Background: an optimization exercise with open tools, aiming at small area, a short achievable clock period and few clock cycles. Do not read the settings as production practice. Where RTL was checked, it was by simulation tests only, not by an equivalence proof against the original. Power is estimated from default activity; no workload was simulated.

==> garnet: inputs <==
// sm1_codec
module sm1_codec (
    input  wire        clk,
    input  wire        rst,           
    input  wire        cmd_valid,
    output wire        cmd_ready,
    input  wire [31:0] cmd_data,
    input  wire        cmd_last,
    input  wire [31:0] ts_in,         
    output wire        rsp_valid,
    input  wire        rsp_ready,
    output wire [31:0] rsp_data,
    output wire        rsp_last
);
    localparam G_DEC = 2'd0, G_STATS = 2'd1, G_FRAME = 2'd2;
    reg        cfg_ver, cfg_cken, cfg_rxdir;
    reg        lt7, lt9, lt10;        
    reg [63:0] s0, s1;                
    reg [3:0]  len0, len1;
    reg        ate0, ate1;            
    reg [7:0]  wsum0, wsum1;
    reg        weq0, weq1;            
    reg [31:0] ok0, ok1, ckf0, ckf1, mal0, mal1, lts0, lts1;
    reg        seen0, seen1;
    reg        cv, cc;                
    reg        c_feed, c_dec, c_enc, c_rsta, c_rsts, c_rdst, c_wrcfg, c_rdcfg, c_badop;
    reg        c_mid, c_resx;         
    reg        c_ch, c_b26, c_b25;
    reg [7:0]  c_lo;
    reg        c_b02, c_b03;          
    reg [31:0] c_ts;
    reg [6:0]  c_cnt;                 
    reg        c_badlen;
    reg [63:0] opr;                   
  ...
==> flow/config.mk <==
export PLATFORM = sky130hd
export DESIGN_NAME = sm1_codec
export DESIGN_NICKNAME = sm1_codec
export VERILOG_FILES = /design/flow/design.v
export SDC_FILE = /design/flow/constraint.sdc
export NUM_CORES = 4
export LEC_CHECK = 0
export CAP_MARGIN = 20
export CORE_MARGIN = 2
export CORE_UTILIZATION = 40
export SLEW_MARGIN = 20
==> flow/constraint.sdc <==
create_clock -name core_clock -period 10.0 [get_ports {clk}]
set_input_delay 2.0000 -clock core_clock [delete_from_list [all_inputs] [get_ports {clk}]]
set_output_delay 2.0000 -clock core_clock [all_outputs]
set_load 0.01 [all_outputs]
standard.sh (not shown) runs the stock make flow with config.mk's settings and CLKGATE_MAP_FILE= SYNTH_SCRIPT=/design/flow/synth_recipe.tcl, a recipe that flattens the netlist after the stock synthesis.
==> flow/flow/run.sh <==
#!/bin/bash
set -euo pipefail
bash standard.sh SETUP_SLACK_MARGIN=6.25 finish > standard.log 2>&1
==> violet: changes against garnet <==
==> flow/flow/run.sh (replaced) <==
#!/bin/bash
set -euo pipefail
bash standard.sh SETUP_SLACK_MARGIN=6.75 finish > standard.log 2>&1
==> reports/metrics.yaml <==
fillerInstances: 9091
buffer_count_excluding_the_clock_tree_in_the_final_layout: 207
dr.max_layer_used: "met4"
timing.critical_path.slowest_cell_delay_ns: 0.47
grt.met3_usage_pct: 5.50
clock_power_share_pct: 41.7
final.period_utilization_pct: 37.2
multi_input_comb_area_sq_mm: 0.0197
run_status: "finished clean"
postCtsResizedCells: 33
pre_cts_slack_ns: 5.21
layout.clock_buffers: 108
fin_ws_ns: 6.28
The numbers above come from garnet.

==> reports/metrics.yaml <==
dr.max_layer_used: "met5"
fin_ws_ns: 6.60
wl_per_cell_microns: 27.8
multi_input_comb_area_sq_mm: 0.0205
combinationalPowerShare_pct: 16.0
timing.critical_path.slowest_cell_delay_ns: 0.53
design.portCount: 104
grt.met3_usage_pct: 5.56
fillerInstances: 9043
clock_power_share_pct: 40.5
synth_mux_area_share_pct: 5.18
cts_inserted_buffers: 80
layout.clock_buffers: 118
ctsRootBufferMaster: "clkbuf_16"
run_status: "finished clean"
layout.cells.largest_class: "multi-input combinational cells"
postCtsResizedCells: 294
buffer_count_excluding_the_clock_tree_in_the_final_layout: 305
The numbers above come from violet.

Testbench counts of garnet, summed over its fixed seeds: cycles 24,004.
Testbench counts of violet, summed over its fixed seeds: cycles 24,004.

---

==> inputs of run K <==
Another version of the RTL of sm1_codec (not shown whole).
Settings: LEC_CHECK=0, CAP_MARGIN=20, CORE_MARGIN=2, CORE_UTILIZATION=40, SETUP_SLACK_MARGIN=5, SLEW_MARGIN=20; clock period 10.0 ns.
run.sh (not shown) runs the stock make flow with config.mk's settings and CLKGATE_MAP_FILE= SYNTH_SCRIPT=/design/flow/synth_recipe.tcl, a recipe that flattens the netlist after the stock synthesis.
Stock flow here: none of the scripts above is used.
==> run X: changes against run K <==
--- a/flow/design.v
+++ b/flow/design.v
@@ -73,20 +73,21 @@
     reg [31:0] ok0, ok1, ckf0, ckf1, mal0, mal1, lts0, lts1;
     reg        seen0, seen1;
     reg        cv, cc;                
     reg        c_feed, c_dec, c_enc, c_rsta, c_rsts, c_rdst, c_wrcfg, c_rdcfg, c_badop;
     reg        c_mid, c_resx;         
     reg        c_ch, c_b26, c_b25;
     reg [7:0]  c_lo;
+    reg        c_b02, c_b03;          
     reg [31:0] c_ts;
     reg [6:0]  c_cnt;                 
     reg        c_badlen;
     reg [63:0] opr;                   
     reg        fl1, fl2, fl3, fl4;    
-    reg [7:0]  osa, osb, osr;         
+    reg [7:0]  osa, osr;              
     reg        cst;                   
     reg        gbusy;
     reg [2:0]  gk, glast;
     reg [1:0]  gtype, x_rt;
     reg        x_ch, x_ver, x_opr;
     reg [31:0] w0r;
     reg        q0v, q1v, q0l, q1l;
@@ -123,26 +124,32 @@
         reg [7:0] t;
         begin
             t = (a & b) | (a & c) | (b & c);
             csa = {t[6:0], 1'b0, a ^ b ^ c};
         end
     endfunction
     function [31:0] sat_inc(input [31:0] x);
-        integer i;
+        reg [31:0] a, b;
+        integer i, d;
         begin
-            for (i = 0; i < 32; i = i + 1)
-                sat_inc[i] = (&x) | (x[i] ^ (&(x | ~((32'd1 << i) - 32'd1))));
+            a = x;                        
+            for (d = 1; d < 32; d = d * 2) begin
+                b = a;
+                for (i = d; i < 32; i = i + 1) b[i] = a[i] & a[i-d];
+                a = b;
+            end
+            sat_inc = (x ^ {a[30:0], 1'b1}) | {32{a[31]}};
         end
     endfunction
     wire gpush  = gbusy && !q1v;
     wire g_last = (gk == glast);
     wire pop    = q0v && rsp_ready;
     wire c_opr  = c_dec || c_enc;
     reg  sclr;                                  
-    wire exec   = cv && cc && (!gbusy || (gpush && g_last)) && (!c_dec || cst) && !sclr;
+    wire exec   = cv && cc && (!gbusy || (gpush && g_last)) && (!c_dec || c_b26 || cst) && !sclr;
     wire direct = exec && !gbusy && !q1v;       
     wire push   = gpush || direct;
     wire       is_hdr   = !cv || cc;
     wire       ld_hdr   = rdy && is_hdr;      
     wire       ld_opd   = rdy && !is_hdr;
     wire       take     = cmd_valid && rdy;
     wire       take_hdr = take && is_hdr;
@@ -160,70 +167,72 @@
             default:                i_mask = 12'h000;
         endcase
     end
     wire [7:0] ln0 = cmd_data[31:24], ln1 = cmd_data[23:16],
                ln2 = cmd_data[15:8],  ln3 = cmd_data[7:0];
     wire       i_fits;
     wire [7:0] b1 = c_b25 ? {5'd0, c_lo[2:1], c_lo[0]} : {7'd0, c_lo[0]};
-    wire [63:0] fve = c_opr ? opr : (c_ch ? s1 : s0);
-    wire [7:0]  e1 = fve[7:0],   e2 = fve[15:8],  e3 = fve[23:16], e4 = fve[31:24],
-                e5 = fve[39:32], e6 = fve[47:40], e7 = fve[55:48], e8 = fve[63:56];
+    wire [23:0] fve = c_opr ? opr[23:0] : (c_ch ? s1[23:0] : s0[23:0]);
+    wire [7:0]  e1 = fve[7:0],   e2 = fve[15:8],  e3 = fve[23:16];
     wire [63:0] fvg = x_opr ? opr : (x_ch ? s1 : s0);
     wire [7:0]  g1 = fvg[7:0],   g2 = fvg[15:8],  g3 = fvg[23:16], g4 = fvg[31:24],
                 g5 = fvg[39:32], g6 = fvg[47:40], g7 = fvg[55:48];
     wire       c_res   = c_mid || c_resx;
     wire       illegal = c_badop || c_res || c_badlen;
     wire [3:0] ill_why = c_badop ? 4'd1 : (c_res ? 4'd2 : 4'd3);
     wire       e_ver = c_dec ? c_b25 : cfg_ver;
     wire       e_dir = c_dec ? c_b26 : cfg_rxdir;
     wire       e_ch  = c_dec ? 1'b0 : c_ch;
     wire       e_n9  = c_dec ? c_b26 : !lt7;
     wire       e_n10 = c_dec ? (c_b26 & c_b25) : lt10;
-    wire [7:0] cks_rx = e_n10 ? e8 : (e_n9 ? e7 : e5);    
+    wire [7:0]  top0 = ({8{lt7}} & s0[39:32]) | ({8{lt9}} & s0[55:48]) | ({8{lt10}} & s0[63:56]);
+    wire [7:0]  top1 = ({8{lt7}} & s1[39:32]) | ({8{lt9}} & s1[55:48]) | ({8{lt10}} & s1[63:56]);
+    wire [7:0] d_cks  = e_n10 ? opr[63:56] : (e_n9 ? opr[55:48] : opr[39:32]);
+    wire [7:0] cks_rx = c_dec ? d_cks : (c_ch ? top1 : top0);
     wire [7:0] csum   = c_dec ? osr : (c_ch ? wsum1 : wsum0);
-    wire       ckbad  = cfg_cken && (csum != cks_rx);
+    wire       ck0    = cfg_cken && (wsum0 != top0);
+    wire       ck1    = cfg_cken && (wsum1 != top1);
+    wire       ckbad  = c_dec ? (cfg_cken && (osr != d_cks)) : (c_ch ? ck1 : ck0);
     wire [1:0] rec_rt = e_dir ? 2'd3 : ((e1[7:3] == 5'd0) ? 2'd1 : 2'd2);
     wire [3:0] lrx  = {lt9 | lt10, lt7, lt7 | lt10, lt7 | lt9};
-    wire [3:0] alen = c_ch ? len1 : len0;
-    wire       b02  = (c_lo == 8'h02);
-    wire       b03  = (c_lo == 8'h03);
-    wire       at_end = lt7 ? (alen == 4'd6) : (lt9 ? (alen == 4'd8) : (alen == 4'd9));
-    wire       f_done = at_end && b03;        
-    wire       f_mal  = at_end && !b03;       
-    reg [3:0] f_len, m7, m9, m10;
-    reg [8:1] eq02;
-    integer k;
-    always @(*) begin
-        for (k = 1; k <= 8; k = k + 1) eq02[k] = (fve[8*(k-1) +: 8] == 8'h02);
-        m7 = b02 ? 4'd1 : 4'd0;
-        for (k = 5; k >= 1; k = k - 1) if (eq02[k]) m7 = 7 - k;
-        m9 = b02 ? 4'd1 : 4'd0;
-        for (k = 7; k >= 1; k = k - 1) if (eq02[k]) m9 = 9 - k;
-        m10 = b02 ? 4'd1 : 4'd0;
-        for (k = 8; k >= 1; k = k - 1) if (eq02[k]) m10 = 10 - k;
-        if (f_mal) begin
-            f_len = lt7 ? m7 : (lt9 ? m9 : m10);
-        end else if (f_done) begin
-            f_len = 4'd0;
-        end else if (alen == 4'd0) begin
-            f_len = b02 ? 4'd1 : 4'd0;
-        end else begin
-            f_len = alen + 4'd1;
+    wire       ate0 = lt7 ? (len0 == 4'd6) : (lt9 ? (len0 == 4'd8) : (len0 == 4'd9));
+    wire       ate1 = lt7 ? (len1 == 4'd6) : (lt9 ? (len1 == 4'd8) : (len1 == 4'd9));
+    wire       at_end = c_ch ? ate1 : ate0;
+    wire       f_done = at_end && c_b03;      
+    wire       f_mal  = at_end && !c_b03;     
+    function [3:0] feed_len(input [63:0] sb, input [3:0] ln, input ate);
+        reg [3:0] m7, m9, m10;
+        integer k;
+        begin
+            m7 = c_b02 ? 4'd1 : 4'd0;
+            for (k = 5; k >= 1; k = k - 1) if (sb[8*(k-1) +: 8] == 8'h02) m7 = 7 - k;
+            m9 = c_b02 ? 4'd1 : 4'd0;
+            for (k = 7; k >= 1; k = k - 1) if (sb[8*(k-1) +: 8] == 8'h02) m9 = 9 - k;
+            m10 = c_b02 ? 4'd1 : 4'd0;
+            for (k = 8; k >= 1; k = k - 1) if (sb[8*(k-1) +: 8] == 8'h02) m10 = 10 - k;
+            if (ate)
+                feed_len = c_b03 ? 4'd0 : (lt7 ? m7 : (lt9 ? m9 : m10));
+            else if (ln == 4'd0)
+                feed_len = c_b02 ? 4'd1 : 4'd0;
+            else
+                feed_len = ln + 4'd1;
         end
-    end
+    endfunction
+    wire [3:0] flen0 = feed_len(s0, len0, ate0);
+    wire [3:0] flen1 = feed_len(s1, len1, ate1);
     wire [7:0] d_lexp   = !c_b26 ? 8'd7 : (c_b25 ? 8'd10 : 8'd9);
     wire       d_lenbad = (c_lo != d_lexp);
     wire       d_stx    = fl1;
     wire       d_etx    = e_n10 ? fl4 : (e_n9 ? fl3 : fl2);
     wire [1:0] mode  = c_lo[2:1];
     wire [3:0] field = ((!c_b25 && mode != 2'd0) || (c_b25 && mode == 2'd3)) ? 4'd1 :
                        fl1 ? 4'd2 : fl2 ? 4'd3 : fl3 ? 4'd4 : 4'd0;
     wire [31:0] rec_w0;
     sm1_frame_decode u_dec0 (
-        .f1(e1), .f2(e2), .f3(e3), .f4(e4), .f5(e5), .f6(e6), .f7(e7),
+        .f1(e1), .f2(e2), .f3(e3), .f4(8'd0), .f5(8'd0), .f6(8'd0), .f7(8'd0),
         .rt(rec_rt), .ch(e_ch), .ver(e_ver), .k(3'd0), .w(rec_w0)
     );
     reg [31:0] x_w;
     reg [2:0]  x_n;
     reg [1:0]  x_gt;
     always @(*) begin
         x_w  = 32'd0;
@@ -299,37 +308,37 @@
     wire       q0v_n   = q1v ? 1'b1 : (push || (q0v && !pop));
     wire       single  = illegal || c_rsta || c_rsts || c_wrcfg || c_rdcfg || (c_feed && !f_done) ||
                          (c_enc && field != 4'd0) || (c_dec && (d_lenbad || d_stx || d_etx));
     wire       gfree_n = exec ? (single && (direct || !q1v_n))
                               : (!gbusy_n || (!q1v_n && gk_n == glast_n));
     wire       cst_n   = !take_hdr && cc;
     wire       cdec_n  = ld_hdr ? (i_op == 4'h2) : c_dec;
-    wire       rdy_n   = !cv_n || (cc_n && gfree_n && (!cdec_n || cst_n) && !(exec && c_wrcfg)) ||
+    wire       cb26_n  = ld_hdr ? cmd_data[26] : c_b26;
+    wire       rdy_n   = !cv_n || (cc_n && gfree_n && (!cdec_n || cb26_n || cst_n) && !(exec && c_wrcfg)) ||
                          (!cc_n && !(gbusy_n && x_opr_n));
     wire legal    = exec && !illegal;
     wire do_feed  = legal && c_feed;
     wire do_rstst = legal && c_rsts;
     wire do_rstas = legal && c_rsta;
     wire do_wrcfg = legal && c_wrcfg;
     wire cfg_chg  = (c_lo[0] != cfg_ver) || (c_lo[2] != cfg_rxdir);
-    wire [7:0]  nb5  = lt7 ? c_lo : e6;
-    wire [7:0]  nb7  = lt9 ? c_lo : e8;
-    wire [63:0] s_sh = {c_lo, nb7, e7, nb5, e5, e4, e3, e2};
-    wire [7:0]  top0 = ({8{lt7}} & s0[39:32]) | ({8{lt9}} & s0[55:48]) | ({8{lt10}} & s0[63:56]);
-    wire [7:0]  top1 = ({8{lt7}} & s1[39:32]) | ({8{lt9}} & s1[55:48]) | ({8{lt10}} & s1[63:56]);
+    function [63:0] shift_in(input [63:0] sb);
+        shift_in = {c_lo, (lt9 ? c_lo : sb[63:56]), sb[55:48], (lt7 ? c_lo : sb[47:40]), sb[39:8]};
+    endfunction
     wire [15:0] wc0  = csa(wsum0, top0, ~s0[7:0]);
     wire [15:0] wc1  = csa(wsum1, top1, ~s1[7:0]);
     wire [7:0]  wsh0 = add8(wc0[7:0], {wc0[15:9], 1'b1});
     wire [7:0]  wsh1 = add8(wc1[7:0], {wc1[15:9], 1'b1});
     wire       o_job = gbusy && (gtype == G_FRAME);
     wire       o_n9  = o_job || c_enc || (c_dec && c_b26);
     wire       o_n10 = o_job ? x_ver : (c_b25 && (c_enc || (c_dec && c_b26)));
     wire [15:0] oca  = csa(opr[7:0], opr[15:8], opr[23:16]);
-    wire [15:0] ocb  = csa(opr[31:24], opr[39:32], opr[47:40]);
-    wire [15:0] ocb2 = csa(ocb[7:0], ocb[15:8], o_n10 ? opr[55:48] : 8'd0);
+    wire [15:0] ocb  = csa(osa, opr[31:24], o_n9 ? opr[39:32] : 8'd0);
+    wire [15:0] ocb2 = csa(ocb[7:0], ocb[15:8], o_n9 ? opr[47:40] : 8'd0);
+    wire [15:0] ocb3 = csa(ocb2[7:0], ocb2[15:8], o_n10 ? opr[55:48] : 8'd0);
     always @(posedge clk) begin
         if (rst) begin
             cv <= 1'b0; cc <= 1'b0; cst <= 1'b0;
             gbusy <= 1'b0;
             q0v <= 1'b0; q1v <= 1'b0;
             pend_v <= 1'b0;
             rdy <= 1'b1;
@@ -348,30 +357,31 @@
                 c_dec <= (i_op == 4'h2);
                 c_enc <= (i_op == 4'h3);
             end
         end
     end
     always @(posedge clk) begin
         osa <= add8(oca[7:0], oca[15:8]);
-        osb <= add8(ocb2[7:0], ocb2[15:8]);
-        osr <= add8(osa, o_n9 ? osb : opr[31:24]);
+        osr <= add8(ocb3[7:0], ocb3[15:8]);
         if (ld_hdr) begin
             c_feed   <= (i_op == 4'h1);
             c_rsta   <= (i_op == 4'h4) || (i_op == 4'h6);
             c_rsts   <= (i_op == 4'h5) || (i_op == 4'h6);
             c_rdst   <= (i_op == 4'h7);
             c_wrcfg  <= (i_op == 4'h8);
             c_rdcfg  <= (i_op == 4'h9);
             c_badop  <= (i_op == 4'h0) || (i_op >= 4'hA);
             c_mid    <= (cmd_data[23:8] != 16'd0);
             c_ch     <= cmd_data[27];
             c_b26    <= cmd_data[26];
             c_b25    <= cmd_data[25];
             c_resx   <= ({cmd_data[27:24], cmd_data[7:0]} & i_mask) != 12'd0;
             c_lo     <= cmd_data[7:0];
+            c_b02    <= (cmd_data[7:0] == 8'h02);
+            c_b03    <= (cmd_data[7:0] == 8'h03);
             c_ts     <= ts_in;
             c_cnt    <= 7'd0;
             c_badlen <= (i_op == 4'h3) || (i_op == 4'h2 && cmd_data[7:0] != 8'd0);
         end else if (take_opd) begin
             if (c_cnt != 7'd127) c_cnt <= c_cnt + 7'd1;
             if (c_enc)      c_badlen <= (c_cnt != 7'd2);
             else if (c_dec) c_badlen <= (c_cnt + 7'd1 != {1'b0, c_lo[7:2]} + {6'd0, (c_lo[1:0] != 2'd0)});
@@ -441,15 +451,15 @@
                 if (csel[1]) ckf0 <= cinc;
                 if (csel[2]) mal0 <= cinc;
                 if (csel[4]) ok1  <= cinc;
                 if (csel[5]) ckf1 <= cinc;
                 if (csel[6]) mal1 <= cinc;
             end
             if (do_feed) begin
-                if (c_ch) len1 <= f_len; else len0 <= f_len;
+                if (c_ch) len1 <= flen1; else len0 <= flen0;
                 if (f_done) begin
                     if (c_ch) begin lts1 <= c_ts; seen1 <= 1'b1; end
                     else      begin lts0 <= c_ts; seen0 <= 1'b1; end
                 end
             end
             if (do_rstas) begin
                 if (c_ch) len1 <= 4'd0; else len0 <= 4'd0;
@@ -472,16 +482,16 @@
                 lt9  <= c_lo[2] && !c_lo[0];
                 lt10 <= c_lo[2] && c_lo[0];
             end
         end
         if (sclr) begin
             s0 <= 64'd0; s1 <= 64'd0; wsum0 <= 8'd0; wsum1 <= 8'd0;
         end else if (do_feed && !f_done) begin
-            if (c_ch) begin s1 <= s_sh; wsum1 <= wsh1; end
-            else      begin s0 <= s_sh; wsum0 <= wsh0; end
+            if (c_ch) begin s1 <= shift_in(s1); wsum1 <= wsh1; end
+            else      begin s0 <= shift_in(s0); wsum0 <= wsh0; end
         end
         if (do_feed && (f_done || f_mal))
             csel <= 8'd1 << {c_ch, (f_mal ? 2'd2 : (ckbad ? 2'd1 : 2'd0))};
         else
             csel <= 8'd1 << {(exec ? e_ch : x_ch), gk_n[1:0] - 2'd1};
     end
 endmodule
CORE_UTILIZATION = 60   (was 40)
==> summary of the runs <==
- Between run X and run K, the lower area after synthesis is in run X (gap 1.1%, measured against run K).
- Worst setup slack: run K is higher than run X (0.023 ns).
- Die area: run X is smaller than run K (about 34%).
- Non-clock buffer count: run K is higher than run X (7).
- Clock power: run X is smaller than run K (about 5%).
==> figures <==
| item | run X | run K |
|---|---|---|
| Cell area after placement | 37900 um2 | 38900 um2 |
| Outcome | no timing/DRC/antenna violations | no timing/DRC/antenna violations |
| Leading cell type by number of instances after synthesis | sky130_fd_sc_hd__nand2_1 | sky130_fd_sc_hd__a21oi_1 |
| Data arrival time of the critical path | 5.42 ns | 5.34 ns |
| Setup WS post-layout | 5.16 ns | 5.18 ns |
| Area of the mapped netlist | 36600 um2 | 37100 um2 |
| Maximum number of pins on one net before global-route repair | 91 | 95 |
| Post-synth EDFFs | 225 | 224 |
| Sw power | 2.36 mW | 2.34 mW |
| Final Cycle Share | 48.4% | 48.2% |
| XOR/XNOR share of the synthesized area | 2.63% | 2.29% |
Function was not checked in any run of this note: the RTL went through the layout flow alone.

[re-timing with driven ports]
How much do the figures lean on ideal ports? The routed layouts below were timed once more, with nothing changed but the port constraints.
Step 1 (the two cells are an assumption about what drives the block):
set clk [get_ports {clk}]
set_driving_cell -lib_cell sky130_fd_sc_hd__clkbuf_16 $clk
set_driving_cell -lib_cell sky130_fd_sc_hd__buf_2 [delete_from_list [all_inputs] $clk]
Step 2, shift: input delay + t, output delay - t, t = (earliest + latest rising clock arrival at the registers) / 2. This alone moves slack from input paths to output paths.
Three values: ideal, step 1, step 2; two values: the first two.
| run | t (ns) | setup slack, ns | hold WS [ns] |
|---|---|---|---|
| garnet | 0.733 | 6.276 / 6.276 / 5.867 | 0.451 / 0.451 / 0.451 |
| violet | 0.719 | 6.596 / 6.596 / 6.188 | 0.451 / 0.451 / 0.451 |
| run K | 0.710 | 5.182 / 5.182 / 5.182 | 0.457 / 0.457 / 0.457 |
| run X | 0.707 | 5.160 / 5.160 / 5.160 | 0.462 / 0.462 / 0.462 |
After both steps setup and hold are still met in every run listed. For garnet, which loses most, drivers alone change the setup slack by 0.000 ns; drivers and shift together by -0.409 ns.
